From an optimization exercise on the open Yosys and OpenROAD flow, aimed at small area, a short achievable clock period and few clock cycles per item; shortcuts taken in it are not production practice.
Where RTL was checked, it was by simulation tests only, not by an equivalence proof against the original.
The clock input has no modelled driver; a real chip could not lean on it and would need a root buffer or a full tree.
Power figures rest on the tool's default switching activity, not on a simulated workload.

== delta ==
// sfd_rx
module sfd_rx (
    input  wire        clk,
    input  wire        rst,
    input  wire        rx_valid,
    input  wire        rx_eof,
    input  wire [7:0]  rx_byte,
    output wire        rx_ready,
    output wire        dout_valid,
    output wire [7:0]  dout_byte,
    input  wire        dout_ready,
    output wire        ctl_valid,
    output wire [15:0] ctl_seq,
    output wire [7:0]  ctl_op,
    output wire [7:0]  ctl_dest,
    output wire [7:0]  ctl_byte,
    output wire        ctl_last,
    input  wire        ctl_ready,
    output wire        tx_valid,
    output wire [7:0]  tx_byte,
    input  wire        tx_ready,
    output wire        anom_opc,
    output wire        anom_eof,
    output wire        irq
);
Size: roughly 730 cells after synthesis, about 210 flip-flops, roughly 79 I/O pins.
export LEC_CHECK = 0
export CAP_MARGIN = 20
export CORE_MARGIN = 2
export CORE_UTILIZATION = 60
export CTS_CLUSTER_DIAMETER = 80
export CTS_CLUSTER_SIZE = 30
export PLACE_DENSITY = 0.75
export SETUP_SLACK_MARGIN = 4.0
export SLEW_MARGIN = 20
create_clock -name core_clock -period 6.0 [get_ports {clk}]
standard.sh (not shown) runs the stock make flow with config.mk's settings and CLKGATE_MAP_FILE= SYNTH_SCRIPT=/design/flow/synth_recipe.tcl, a recipe that flattens the netlist after the stock synthesis.
==> flow/flow/run.sh <==
#!/bin/bash
set -euo pipefail
here=$(pwd)
bash standard.sh \
  "PRE_CTS_TCL=$here/flow/clock_tree.tcl" \
  'BUFFER_PORTS_ARGS=-buffer_cell sky130_fd_sc_hd__buf_2' \
  finish > standard.log 2>&1
Other scripts of this flow, unchanged in this note and not shown: flow/flow/clock_tree.tcl
Testbench counts of delta, summed over its fixed seeds: cycles 35,278, bytes 35,116.
The inputs of alpha differ from those of delta as listed below.
--- a/flow/design.v
+++ b/flow/design.v
@@ -42,14 +42,16 @@
     reg         ok_r;            
     reg         sv;              
     reg  [7:0]  sb;
     reg         sb_mk;           
     reg         sb_s;            
     reg         sb_z;            
     reg         sb_1;            
+    reg         sb_dt;           
+    reg         sb_bad;          
     reg         rx_live;
     reg         opc_flag;
     reg         eof_flag;
     reg         irq_r;
     reg  [3:0]  st;
     reg         in_rd;           
     reg         in_rp;           
@@ -121,15 +123,15 @@
                 last_n = last2;
             end else if (p_last) begin
                 ds_n   = DS_NORMAL;
                 st_n   = plen_z ? 4'd0 : ST_RD;
                 last_n = plen_1;
             end else if (in_rp) begin
                 st_n = st + 4'd1;
-                if (st == 4'd6) is_data_n = (b == OP_DATA);
+                if (st == 4'd6) is_data_n = sb_dt;
             end else begin
                 st_n = sb_mk ? st + 4'd1 : 4'd0;
             end
         end
     end
     wire rd_n     = proc ? ((p_last && !plen_z) || (in_rd && !last)) : in_rd;
     wire rp_n     = proc ? ((st == 4'd2 && sb_mk) || (in_rp && !p_last)) : in_rp;
@@ -180,14 +182,16 @@
     always @(posedge clk) begin
         if (fire_b) begin
             sb    <= rx_byte;
             sb_mk <= (rx_byte == MARKER);
             sb_s  <= (rx_byte == LIT_SENTINEL);
             sb_z  <= (rx_byte == 8'h00);
             sb_1  <= (rx_byte == 8'h01);
+            sb_dt <= (rx_byte == OP_DATA);
+            sb_bad <= !in_catalog(rx_byte);
         end
     end
     always @(posedge clk) begin
         if (rst) begin
             st     <= 4'd0;
             in_rd  <= 1'b0;
             in_rp  <= 1'b0;
@@ -206,15 +210,15 @@
     always @(posedge clk) begin
         is_data <= is_data_n;
         last    <= last_n;
         if (proc) begin
             case (st)
                 4'd4: hdr_seq[15:8] <= b;
                 4'd5: hdr_seq[7:0]  <= b;
-                4'd6: begin hdr_op <= b; op_bad <= !in_catalog(b); end
+                4'd6: begin hdr_op <= b; op_bad <= sb_bad; end
                 4'd7: hdr_dest <= b;
                 4'd8: begin hdr_len[15:8] <= b; hi_z <= sb_z; end
                 4'd9: begin
                     hdr_len[7:0] <= b;
                     rem  <= {hdr_len[15:8], b};
                     lo_z <= sb_z;
                     last2 <= hi_z && (b == 8'd2);
==> comparison <==
Per the comparison of alpha with delta, xor-xnor portion of the synthesized cell area shows a reduction of 0.21 points; multiplexer share of the synthesized area saw a decrease; cell count after synthesis went up 0.41%; met3 usage in global routing went up; combinational power higher.
Only the layout flow was run in alpha; the RTL was not checked for function there. No run of this note takes its clock network from TritonCTS; it comes from the design's own scripts or RTL.

* * *

## main
sfd_rx again, from the RTL that the note above started with.
==> flow/config.mk <==
export PLATFORM = sky130hd
export DESIGN_NAME = sfd_rx
export DESIGN_NICKNAME = sfd_rx
export VERILOG_FILES = /design/flow/design.v
export SDC_FILE = /design/flow/constraint.sdc
export NUM_CORES = 4
export LEC_CHECK = 0
export CAP_MARGIN = 20
export CORE_MARGIN = 2
export CORE_UTILIZATION = 60
export CTS_CLUSTER_DIAMETER = 80
export CTS_CLUSTER_SIZE = 30
export PLACE_DENSITY = 0.75
export SETUP_SLACK_MARGIN = 3.8
export SLEW_MARGIN = 20
==> flow/constraint.sdc <==
create_clock -name core_clock -period 6.0 [get_ports {clk}]
set_input_delay 1.2000 -clock core_clock [delete_from_list [all_inputs] [get_ports {clk}]]
set_output_delay 1.2000 -clock core_clock [all_outputs]
set_load 0.01 [all_outputs]
Scripts as last shown in full above: flow/flow/run.sh
Other scripts of this flow, unchanged in this note and not shown: flow/flow/clock_tree.tcl
Testbench counts of main, summed over its fixed seeds: cycles 35,278, bytes 35,116.
Here is what was changed in the inputs of the feature branch compared with main.
diff --git a/flow/design.v b/flow/design.v
--- a/flow/design.v
+++ b/flow/design.v
@@ -40,18 +40,20 @@
     endfunction
     reg         rdy;             
     reg         ok_r;            
     reg         sv;              
     reg  [7:0]  sb;
     reg         sb_mk;           
     reg         sb_s;            
     reg         sb_z;            
     reg         sb_1;            
+    reg         sb_dt;           
+    reg         sb_bad;          
     reg         rx_live;
     reg         opc_flag;
     reg         eof_flag;
     reg         irq_r;
     reg  [3:0]  st;
     reg         in_rd;           
     reg         in_rp;           
     reg         p_last;          
     reg         p_pre;           
@@ -119,19 +121,19 @@
                 end
                 if (last) st_n = 4'd0;
                 last_n = last2;
             end else if (p_last) begin
                 ds_n   = DS_NORMAL;
                 st_n   = plen_z ? 4'd0 : ST_RD;
                 last_n = plen_1;
             end else if (in_rp) begin
                 st_n = st + 4'd1;
-                if (st == 4'd6) is_data_n = (b == OP_DATA);
+                if (st == 4'd6) is_data_n = sb_dt;
             end else begin
                 st_n = sb_mk ? st + 4'd1 : 4'd0;
             end
         end
     end
     wire rd_n     = proc ? ((p_last && !plen_z) || (in_rd && !last)) : in_rd;
     wire rp_n     = proc ? ((st == 4'd2 && sb_mk) || (in_rp && !p_last)) : in_rp;
     wire p_last_n = proc ? p_pre : p_last;
     wire p_pre_n  = proc ? (st == 4'd7) : p_pre;
@@ -178,18 +180,20 @@
         end
     end
     always @(posedge clk) begin
         if (fire_b) begin
             sb    <= rx_byte;
             sb_mk <= (rx_byte == MARKER);
             sb_s  <= (rx_byte == LIT_SENTINEL);
             sb_z  <= (rx_byte == 8'h00);
             sb_1  <= (rx_byte == 8'h01);
+            sb_dt <= (rx_byte == OP_DATA);
+            sb_bad <= !in_catalog(rx_byte);
         end
     end
     always @(posedge clk) begin
         if (rst) begin
             st     <= 4'd0;
             in_rd  <= 1'b0;
             in_rp  <= 1'b0;
             p_last <= 1'b0;
             p_pre  <= 1'b0;
@@ -204,19 +208,19 @@
         end
     end
     always @(posedge clk) begin
         is_data <= is_data_n;
         last    <= last_n;
         if (proc) begin
             case (st)
                 4'd4: hdr_seq[15:8] <= b;
                 4'd5: hdr_seq[7:0]  <= b;
-                4'd6: begin hdr_op <= b; op_bad <= !in_catalog(b); end
+                4'd6: begin hdr_op <= b; op_bad <= sb_bad; end
                 4'd7: hdr_dest <= b;
                 4'd8: begin hdr_len[15:8] <= b; hi_z <= sb_z; end
                 4'd9: begin
                     hdr_len[7:0] <= b;
                     rem  <= {hdr_len[15:8], b};
                     lo_z <= sb_z;
                     last2 <= hi_z && (b == 8'd2);
                 end
                 ST_RD: begin
Notes after the runs:
~same die outline height in the feature branch and main. Between the feature branch and main, it is the feature branch whose simple-gate share of the synthesized area is lower, by 0.18 points. Compared to main, the feature branch leaves less free space in the core. Reported net switching power ends up lower on main. The feature branch ends up with higher hold slack than main does.
The RTL of the feature branch was laid out without a check of its function. In every run of this note, the design's own scripts or RTL, not TritonCTS, make the clock network.

* * *

sfd_rx, a different RTL version from the one above (not shown whole).
Size in the first run: ~740 cells after synthesis, roughly 79 I/O pins, roughly 0.0086 mm^2 of cells after synthesis.
make LEC_CHECK=0 CAP_MARGIN=20 CORE_MARGIN=2 CORE_UTILIZATION=40 CTS_CLUSTER_DIAMETER=80 CTS_CLUSTER_SIZE=30 PLACE_DENSITY=0.6 SETUP_SLACK_MARGIN=3.8 SLEW_MARGIN=20 finish   # period 6.0 ns
run.sh (not shown) runs the stock make flow with config.mk's settings and CLKGATE_MAP_FILE= SYNTH_SCRIPT=/design/flow/synth_recipe.tcl, a recipe that flattens the netlist after the stock synthesis.
Stock flow here: none of the scripts above is used.
Testbench counts at the start, summed over its fixed seeds: cycles 35,278, bytes 35,116.
Change:
--- a/flow/design.v
+++ b/flow/design.v
@@ -60,12 +60,13 @@
     reg  [7:0]  hdr_dest;
     reg  [15:0] hdr_len;
     reg         hi_z;            
     reg         op_bad;          
     reg         is_data;         
     reg  [15:0] rem;             
+    reg         lo_z;            
     reg         last;            
     reg  [1:0]  ds;
     reg  [7:0]  d0, d1, d2;      
     reg         dq1, dq2, dq3;   
     reg  [8:0]  c0, c1;          
     reg         cq1, cq2;        
@@ -208,14 +209,22 @@
             case (st)
                 4'd4: hdr_seq[15:8] <= b;
                 4'd5: hdr_seq[7:0]  <= b;
                 4'd6: begin hdr_op <= b; op_bad <= !in_catalog(b); end
                 4'd7: hdr_dest <= b;
                 4'd8: begin hdr_len[15:8] <= b; hi_z <= sb_z; end
-                4'd9: begin hdr_len[7:0] <= b; rem <= {hdr_len[15:8], b}; end
-                ST_RD: rem <= rem - 16'd1;
+                4'd9: begin
+                    hdr_len[7:0] <= b;
+                    rem  <= {hdr_len[15:8], b};
+                    lo_z <= sb_z;
+                end
+                ST_RD: begin
+                    rem[7:0] <= rem[7:0] - 8'd1;
+                    if (lo_z) rem[15:8] <= rem[15:8] - 8'd1;
+                    lo_z <= (rem[7:0] == 8'd1);
+                end
                 default: ;
             endcase
         end
     end
     wire at0 = !dq1;
     wire at1 = dq1 && !dq2;
The changed run finished clean.
Critical path depth does not change.
Via count shrinks by 2.6%.
Core utilization shrinks by 0.37 points.
Worst setup slack degrades by 0.010 ns.
Final area grows by 2.0%.
Count of clock-buffer cells in the layout grows by 1.
Wire length shrinks by 0.78%.
Power shrinks by 0.72%.
Hold slack is about the same.
Testbench counts after the change, summed over its fixed seeds: cycles 35,278, bytes 35,116.

* * *

Starting RTL as in the previous note.
export LEC_CHECK = 0
export CAP_MARGIN = 20
export CORE_MARGIN = 2
export CORE_UTILIZATION = 40
export CTS_CLUSTER_DIAMETER = 80
export CTS_CLUSTER_SIZE = 30
export PLACE_DENSITY = 0.6
export SETUP_SLACK_MARGIN = 4.0
export SLEW_MARGIN = 20
create_clock -name core_clock -period 6.0 [get_ports {clk}]
Testbench counts at the start, summed over its fixed seeds: cycles 35,278, bytes 35,116.
Then changed:
--- a/flow/design.v
+++ b/flow/design.v
@@ -57,18 +57,19 @@
     reg         p_pre;           
     reg  [15:0] hdr_seq;
     reg  [7:0]  hdr_op;
     reg  [7:0]  hdr_dest;
     reg  [15:0] hdr_len;
     reg         hi_z;            
     reg         op_bad;          
     reg         is_data;         
     reg  [15:0] rem;             
+    reg         lo_z;            
     reg         last;            
     reg  [1:0]  ds;
     reg  [7:0]  d0, d1, d2;      
     reg         dq1, dq2, dq3;   
     reg  [8:0]  c0, c1;          
     reg         cq1, cq2;        
     reg         tx_busy;
     reg  [3:0]  tx_idx;          
     reg  [7:0]  txb;
@@ -205,20 +206,28 @@
         is_data <= is_data_n;
         last    <= last_n;
         if (proc) begin
             case (st)
                 4'd4: hdr_seq[15:8] <= b;
                 4'd5: hdr_seq[7:0]  <= b;
                 4'd6: begin hdr_op <= b; op_bad <= !in_catalog(b); end
                 4'd7: hdr_dest <= b;
                 4'd8: begin hdr_len[15:8] <= b; hi_z <= sb_z; end
-                4'd9: begin hdr_len[7:0] <= b; rem <= {hdr_len[15:8], b}; end
-                ST_RD: rem <= rem - 16'd1;
+                4'd9: begin
+                    hdr_len[7:0] <= b;
+                    rem  <= {hdr_len[15:8], b};
+                    lo_z <= sb_z;
+                end
+                ST_RD: begin
+                    rem[7:0] <= rem[7:0] - 8'd1;
+                    if (lo_z) rem[15:8] <= rem[15:8] - 8'd1;
+                    lo_z <= (rem[7:0] == 8'd1);
+                end
                 default: ;
             endcase
         end
     end
     wire at0 = !dq1;
     wire at1 = dq1 && !dq2;
     wire at2 = dq2 && !dq3;
     wire [7:0] d0_p = (ek && at0) ? dw0 : d0;
     wire [7:0] d1_p = (ek && at1) ? dw0 : (e2 && at0) ? dw1 : d1;
=> The changed run completed without violations; register-to-register slack gains 260 ps; area after synthesis came out higher by 1.8%; clock power goes up by about 0.8%; routed wire length grows by 0.77%; cell area is higher by 0.73%; hold slack is about the same; non-clock buffer count fell by 12; die area goes up by 1.8%; clock-buffer cell count decreases by 1; core utilization goes down by 1.0 points; maximum frequency is about the same.
Testbench counts after the change, summed over its fixed seeds: cycles 35,278, bytes 35,116.

* * *

run a:
The RTL this note starts from:
==> flow/design.v <==
module sfd_rx (
    input  wire        clk,
    input  wire        rst,
    input  wire        rx_valid,
    input  wire        rx_eof,
    input  wire [7:0]  rx_byte,
    output wire        rx_ready,
    output wire        dout_valid,
    output wire [7:0]  dout_byte,
    input  wire        dout_ready,
    output wire        ctl_valid,
    output wire [15:0] ctl_seq,
    output wire [7:0]  ctl_op,
    output wire [7:0]  ctl_dest,
    output wire [7:0]  ctl_byte,
    output wire        ctl_last,
    input  wire        ctl_ready,
    output wire        tx_valid,
    output wire [7:0]  tx_byte,
    input  wire        tx_ready,
    output wire        anom_opc,
    output wire        anom_eof,
    output wire        irq
);
    localparam [7:0] MARKER       = 8'h1B;
    localparam [7:0] LIT_SENTINEL = 8'h1C;
    localparam [7:0] OP_DATA      = 8'h44;
    localparam [7:0] OP_ACK       = 8'h41;
    localparam [3:0] ST_RD = 4'd10;
    localparam [1:0] DS_NORMAL = 2'd0;
    localparam [1:0] DS_SAW1   = 2'd1;
    localparam [1:0] DS_SAW2   = 2'd2;
    function in_catalog(input [7:0] op);
        case (op)
            8'h01, 8'h02, 8'h10, 8'h11, 8'h12, 8'h13, 8'h14, 8'h15,
            8'h16, 8'h17, 8'h18, 8'h20, 8'h21, 8'h22, 8'h23,
            OP_ACK, OP_DATA: in_catalog = 1'b1;
            default:         in_catalog = 1'b0;
        endcase
    endfunction
    reg         rdy;             
    reg         ok_r;            
    reg         sv;              
    reg  [7:0]  sb;
    reg         sb_mk;           
    reg         sb_s;            
    reg         sb_z;            
    reg         sb_1;            
    reg         rx_live;
    reg         opc_flag;
    reg         eof_flag;
    reg         irq_r;
    reg  [3:0]  st;
    reg         in_rd;           
    reg         in_rp;           
    reg         p_last;          
    reg         p_pre;           
    reg  [15:0] hdr_seq;
    reg  [7:0]  hdr_op;
    reg  [7:0]  hdr_dest;
    reg  [15:0] hdr_len;
    reg         hi_z;            
    reg         op_bad;          
    reg         is_data;         
    reg  [15:0] rem;             
    reg         last;            
    reg  [1:0]  ds;
    reg  [7:0]  d0, d1, d2;      
    reg         dq1, dq2, dq3;   
    reg  [8:0]  c0, c1;          
    reg         cq1, cq2;        
    reg         tx_busy;
    reg  [3:0]  tx_idx;          
    reg  [7:0]  txb;
    reg  [15:0] tx_seq;
    reg         tx_inc;          
    reg  [15:0] ack_seq;
    reg  [15:0] ack_len;
    wire rd_data = in_rd && is_data;
    wire rd_ctrl = in_rd && !is_data;
    wire proc = sv && ok_r;                
    wire [7:0] b = sb;
    wire fire     = rx_valid && rdy;
    wire fire_eof = fire && rx_eof;
    wire fire_b   = fire && !rx_eof;
    wire port_p6  = sv ? p_pre : p_last;
    wire ds_n0 = (ds == DS_NORMAL);
    wire ds_s1 = (ds == DS_SAW1);
    wire ds_s2 = (ds == DS_SAW2);
    wire e1 = proc && ((rd_data && ds_n0 && !sb_mk) || (p_last && ds_s1));
    wire e2 = proc && ((rd_data && ds_s1 && !sb_mk) || (rd_data && ds_s2 && sb_s) ||
                       (p_last && ds_s2));
    wire ek = e1 || e2;
    wire [7:0] dw0 = (rd_data && ds_n0) ? b : MARKER;
    wire [7:0] dw1 = (rd_data && ds_s1) ? b : MARKER;
    wire cpush     = proc && rd_ctrl;
    wire ack_start = proc && rd_data && last;
    wire plen_z = hi_z && sb_z;
    wire plen_1 = hi_z && sb_1;
    reg [3:0] st_n;
    reg [1:0] ds_n;
    reg       is_data_n;
    reg       last_n;
    always @(*) begin
        st_n      = st;
        ds_n      = ds;
        is_data_n = is_data;
        last_n    = last;
        if (proc) begin
            if (in_rd) begin
                if (is_data) begin
                    case (ds)
                        DS_NORMAL: ds_n = sb_mk ? DS_SAW1 : DS_NORMAL;
                        DS_SAW1:   ds_n = sb_mk ? DS_SAW2 : DS_NORMAL;
                        default:   ds_n = DS_NORMAL;
                    endcase
                end
                if (last) st_n = 4'd0;
                last_n = (rem == 16'd2);
            end else if (p_last) begin
                ds_n   = DS_NORMAL;
                st_n   = plen_z ? 4'd0 : ST_RD;
                last_n = plen_1;
            end else if (in_rp) begin
                st_n = st + 4'd1;
                if (st == 4'd6) is_data_n = (b == OP_DATA);
            end else begin
                st_n = sb_mk ? st + 4'd1 : 4'd0;
            end
        end
    end
    wire rd_n     = proc ? ((p_last && !plen_z) || (in_rd && !last)) : in_rd;
    wire rp_n     = proc ? ((st == 4'd2 && sb_mk) || (in_rp && !p_last)) : in_rp;
    wire p_last_n = proc ? p_pre : p_last;
    wire p_pre_n  = proc ? (st == 4'd7) : p_pre;
    wire dpop   = dq1 && dout_ready;
    wire cpop   = cq1 && ctl_ready;
    wire tx_fin = tx_busy && tx_ready && (tx_idx == 4'd14);
    wire dp1 = dq1 || ek;
    wire dp2 = dq2 || (ek && dq1) || e2;
    wire dp3 = dq3 || (ek && dq2) || (e2 && dq1);
    wire dn1 = dpop ? dp2 : dp1;
    wire dn2 = dpop ? dp3 : dp2;
    wire dn3 = dpop ? 1'b0 : dp3;
    wire cp1 = cq1 || cpush;
    wire cp2 = cq2 || (cpush && cq1);
    wire cn1 = cpop ? cp2 : cp1;
    wire cn2 = cpop ? 1'b0 : cp2;
    wire busy_n = ack_start || (tx_busy && !tx_fin);
    wire ok_n = (!dn2 || (!dn3 && ds_n == DS_NORMAL))
             && (!cn1 || (!cn2 && !rp_n))
             && !(is_data_n && last_n && busy_n);
    wire sv_n = fire_b || (sv && !proc);
    always @(posedge clk) begin
        if (rst) begin
            rdy      <= 1'b1;
            sv       <= 1'b0;
            ok_r     <= 1'b1;
            rx_live  <= 1'b1;
            opc_flag <= 1'b0;
            eof_flag <= 1'b0;
            irq_r    <= 1'b0;
        end else begin
            rdy  <= rx_live && !fire_eof && (!sv_n || ok_n);
            sv   <= sv_n;
            ok_r <= ok_n;
            if (fire_eof) begin
                rx_live  <= 1'b0;
                eof_flag <= 1'b1;
                irq_r    <= 1'b1;
            end
            if (fire_b && port_p6 && op_bad) begin
                opc_flag <= 1'b1;
                irq_r    <= 1'b1;
            end
        end
    end
    always @(posedge clk) begin
        if (fire_b) begin
            sb    <= rx_byte;
            sb_mk <= (rx_byte == MARKER);
            sb_s  <= (rx_byte == LIT_SENTINEL);
            sb_z  <= (rx_byte == 8'h00);
            sb_1  <= (rx_byte == 8'h01);
        end
    end
    always @(posedge clk) begin
        if (rst) begin
            st     <= 4'd0;
            in_rd  <= 1'b0;
            in_rp  <= 1'b0;
            p_last <= 1'b0;
            p_pre  <= 1'b0;
            ds     <= DS_NORMAL;
        end else begin
            st     <= st_n;
            in_rd  <= rd_n;
            in_rp  <= rp_n;
            p_last <= p_last_n;
            p_pre  <= p_pre_n;
            ds     <= ds_n;
        end
    end
    always @(posedge clk) begin
        is_data <= is_data_n;
        last    <= last_n;
        if (proc) begin
            case (st)
                4'd4: hdr_seq[15:8] <= b;
                4'd5: hdr_seq[7:0]  <= b;
                4'd6: begin hdr_op <= b; op_bad <= !in_catalog(b); end
                4'd7: hdr_dest <= b;
                4'd8: begin hdr_len[15:8] <= b; hi_z <= sb_z; end
                4'd9: begin hdr_len[7:0] <= b; rem <= {hdr_len[15:8], b}; end
                ST_RD: rem <= rem - 16'd1;
                default: ;
            endcase
        end
    end
    wire at0 = !dq1;
    wire at1 = dq1 && !dq2;
    wire at2 = dq2 && !dq3;
    wire [7:0] d0_p = (ek && at0) ? dw0 : d0;
    wire [7:0] d1_p = (ek && at1) ? dw0 : (e2 && at0) ? dw1 : d1;
    wire [7:0] d2_p = (ek && at2) ? dw0 : (e2 && at1) ? dw1 : d2;
    always @(posedge clk) begin
        if (rst) begin
            dq1 <= 1'b0;
            dq2 <= 1'b0;
            dq3 <= 1'b0;
        end else begin
            dq1 <= dn1;
            dq2 <= dn2;
            dq3 <= dn3;
        end
    end
    always @(posedge clk) begin
        d0 <= dpop ? d1_p : d0_p;
        d1 <= dpop ? d2_p : d1_p;
        d2 <= d2_p;
    end
    assign rx_ready   = rdy;
    assign dout_valid = dq1;
    assign dout_byte  = d0;
    wire [8:0] cw   = {b, last};
    wire [8:0] c0_p = (cpush && !cq1) ? cw : c0;
    wire [8:0] c1_p = (cpush && cq1)  ? cw : c1;
    always @(posedge clk) begin
        if (rst) begin
            cq1 <= 1'b0;
            cq2 <= 1'b0;
        end else begin
            cq1 <= cn1;
            cq2 <= cn2;
        end
    end
    always @(posedge clk) begin
        c0 <= cpop ? c1_p : c0_p;
        c1 <= c1_p;
    end
    assign ctl_valid = cq1;
    assign ctl_seq   = hdr_seq;
    assign ctl_op    = hdr_op;
    assign ctl_dest  = hdr_dest;
    assign ctl_byte  = c0[8:1];
    assign ctl_last  = c0[0];
    always @(posedge clk) begin
        if (ack_start) begin
            ack_seq <= hdr_seq;
            ack_len <= hdr_len;
        end
    end
    reg [7:0] tx_nxt;
    always @(*) begin
        case (tx_idx)
            4'd1, 4'd2: tx_nxt = MARKER;
            4'd4:  tx_nxt = tx_seq[15:8];
            4'd5:  tx_nxt = tx_seq[7:0];
            4'd6:  tx_nxt = OP_ACK;
            4'd9:  tx_nxt = 8'h04;
            4'd10: tx_nxt = ack_seq[15:8];
            4'd11: tx_nxt = ack_seq[7:0];
            4'd12: tx_nxt = ack_len[15:8];
            4'd13: tx_nxt = ack_len[7:0];
            default: tx_nxt = 8'h00;
        endcase
    end
    always @(posedge clk) begin
        if (rst) begin
            tx_busy <= 1'b0;
            tx_inc  <= 1'b0;
            tx_seq  <= 16'h0000;
        end else begin
            tx_inc <= tx_fin;
            if (tx_inc)
                tx_seq <= (tx_seq == 16'hFFFE) ? 16'h0000 : tx_seq + 16'd1;
            tx_busy <= busy_n;
        end
    end
    always @(posedge clk) begin
        if (ack_start) begin
            tx_idx <= 4'd1;
            txb    <= MARKER;
        end else if (tx_busy && tx_ready) begin
            tx_idx <= tx_idx + 4'd1;
            txb    <= tx_nxt;
        end
    end
    assign tx_valid = tx_busy;
    assign tx_byte  = txb;
    assign anom_opc = opc_flag;
    assign anom_eof = eof_flag;
    assign irq      = irq_r;
endmodule
clock: 6.0 ns
lec_check: 0
cap_margin: 20
core_margin: 2
core_utilization: 60
cts_cluster_diameter: 80
cts_cluster_size: 30
place_density: 0.75
setup_slack_margin: 3.8
slew_margin: 20
Testbench counts of run a, summed over its fixed seeds: cycles 35,278, bytes 35,116.
Changes in run b relative to run a:
--- a/flow/design.v
+++ b/flow/design.v
@@ -60,12 +60,13 @@
     reg  [7:0]  hdr_dest;
     reg  [15:0] hdr_len;
     reg         hi_z;            
     reg         op_bad;          
     reg         is_data;         
     reg  [15:0] rem;             
+    reg         lo_z;            
     reg         last;            
     reg  [1:0]  ds;
     reg  [7:0]  d0, d1, d2;      
     reg         dq1, dq2, dq3;   
     reg  [8:0]  c0, c1;          
     reg         cq1, cq2;        
@@ -208,14 +209,22 @@
             case (st)
                 4'd4: hdr_seq[15:8] <= b;
                 4'd5: hdr_seq[7:0]  <= b;
                 4'd6: begin hdr_op <= b; op_bad <= !in_catalog(b); end
                 4'd7: hdr_dest <= b;
                 4'd8: begin hdr_len[15:8] <= b; hi_z <= sb_z; end
-                4'd9: begin hdr_len[7:0] <= b; rem <= {hdr_len[15:8], b}; end
-                ST_RD: rem <= rem - 16'd1;
+                4'd9: begin
+                    hdr_len[7:0] <= b;
+                    rem  <= {hdr_len[15:8], b};
+                    lo_z <= sb_z;
+                end
+                ST_RD: begin
+                    rem[7:0] <= rem[7:0] - 8'd1;
+                    if (lo_z) rem[15:8] <= rem[15:8] - 8'd1;
+                    lo_z <= (rem[7:0] == 8'd1);
+                end
                 default: ;
             endcase
         end
     end
     wire at0 = !dq1;
     wire at1 = dq1 && !dq2;
### Flow results
The total routed wirelength in run b was higher than what run a gave. Normalized max-slew margin improves in run b relative to run a. Between run a and run b, the number of nets in the layout does not differ in any meaningful way. Comparing run a and run b, the higher overall die width was measured on run b. Against run a, run b comes in 4 lower on number of multi-input logic gates. Run b: area growth from synthesis to layout is 0.77 points lower than what run a reported. [compare] base=run a new=run b: final worst hold slack now sits higher, setup slack went up, vias per cell now sits higher. Worst-case vdd ir drop in run b is 0.000021 V above run a. Per the comparison of run b with run a, y dimension of the die up about 0.9%; depth of the worst register-to-register path +2.
Testbench counts of run b, summed over its fixed seeds: cycles 35,278, bytes 35,116.

## what the ideal ports hide
The results above use ideal ports. As a check the final layouts listed here were re-extracted and re-timed, cells and wires unchanged. Step 1, drivers: a clkbuf_16 drives clk and a buf_2 each remaining input, both assumed. Step 2 adds t to the input delays and takes it off the output delays; t is the mean of the earliest and latest rising clock arrival at the registers after step 1. Input paths then give back, and output paths get back, about the clock's delay inside the block. a / b / c = ideal / step 1 / step 2; a / b = the first two.
run	t, ns	setup WS [ns]	clock arrival spread, ns	worst slew at a driven data input, ns
delta	0.369	3.913 / 3.824 / 3.657	0.018 / 0.019	0.03
alpha	0.369	3.901 / 3.811 / 3.683	0.023 / 0.023	0.05
main	0.366	3.900 / 3.812 / 3.640	0.024 / 0.025	0.04
the feature branch	0.378	3.776 / 3.681 / 3.591	0.023 / 0.023	0.03
the first run of note 3	0.517	3.731 / 3.689 / 3.361	0.017 / 0.016	0.05
the second run of note 3	0.516	3.721 / 3.676 / 3.393	0.022 / 0.023	0.04
the first run of note 4	0.521	3.723 / 3.675 / 3.464	0.020 / 0.020	0.06
the second run of note 4	0.519	3.723 / 3.676 / 3.551	0.021 / 0.020	0.05
run a	0.497	3.743 / 3.702 / 3.340	0.025 / 0.025	0.05
run b	0.494	3.752 / 3.709 / 3.380	0.016 / 0.016	0.05
After both steps setup and hold are still met in every run listed. For run a, which loses most, drivers alone change the setup slack by -0.041 ns; drivers and shift together by -0.403 ns.
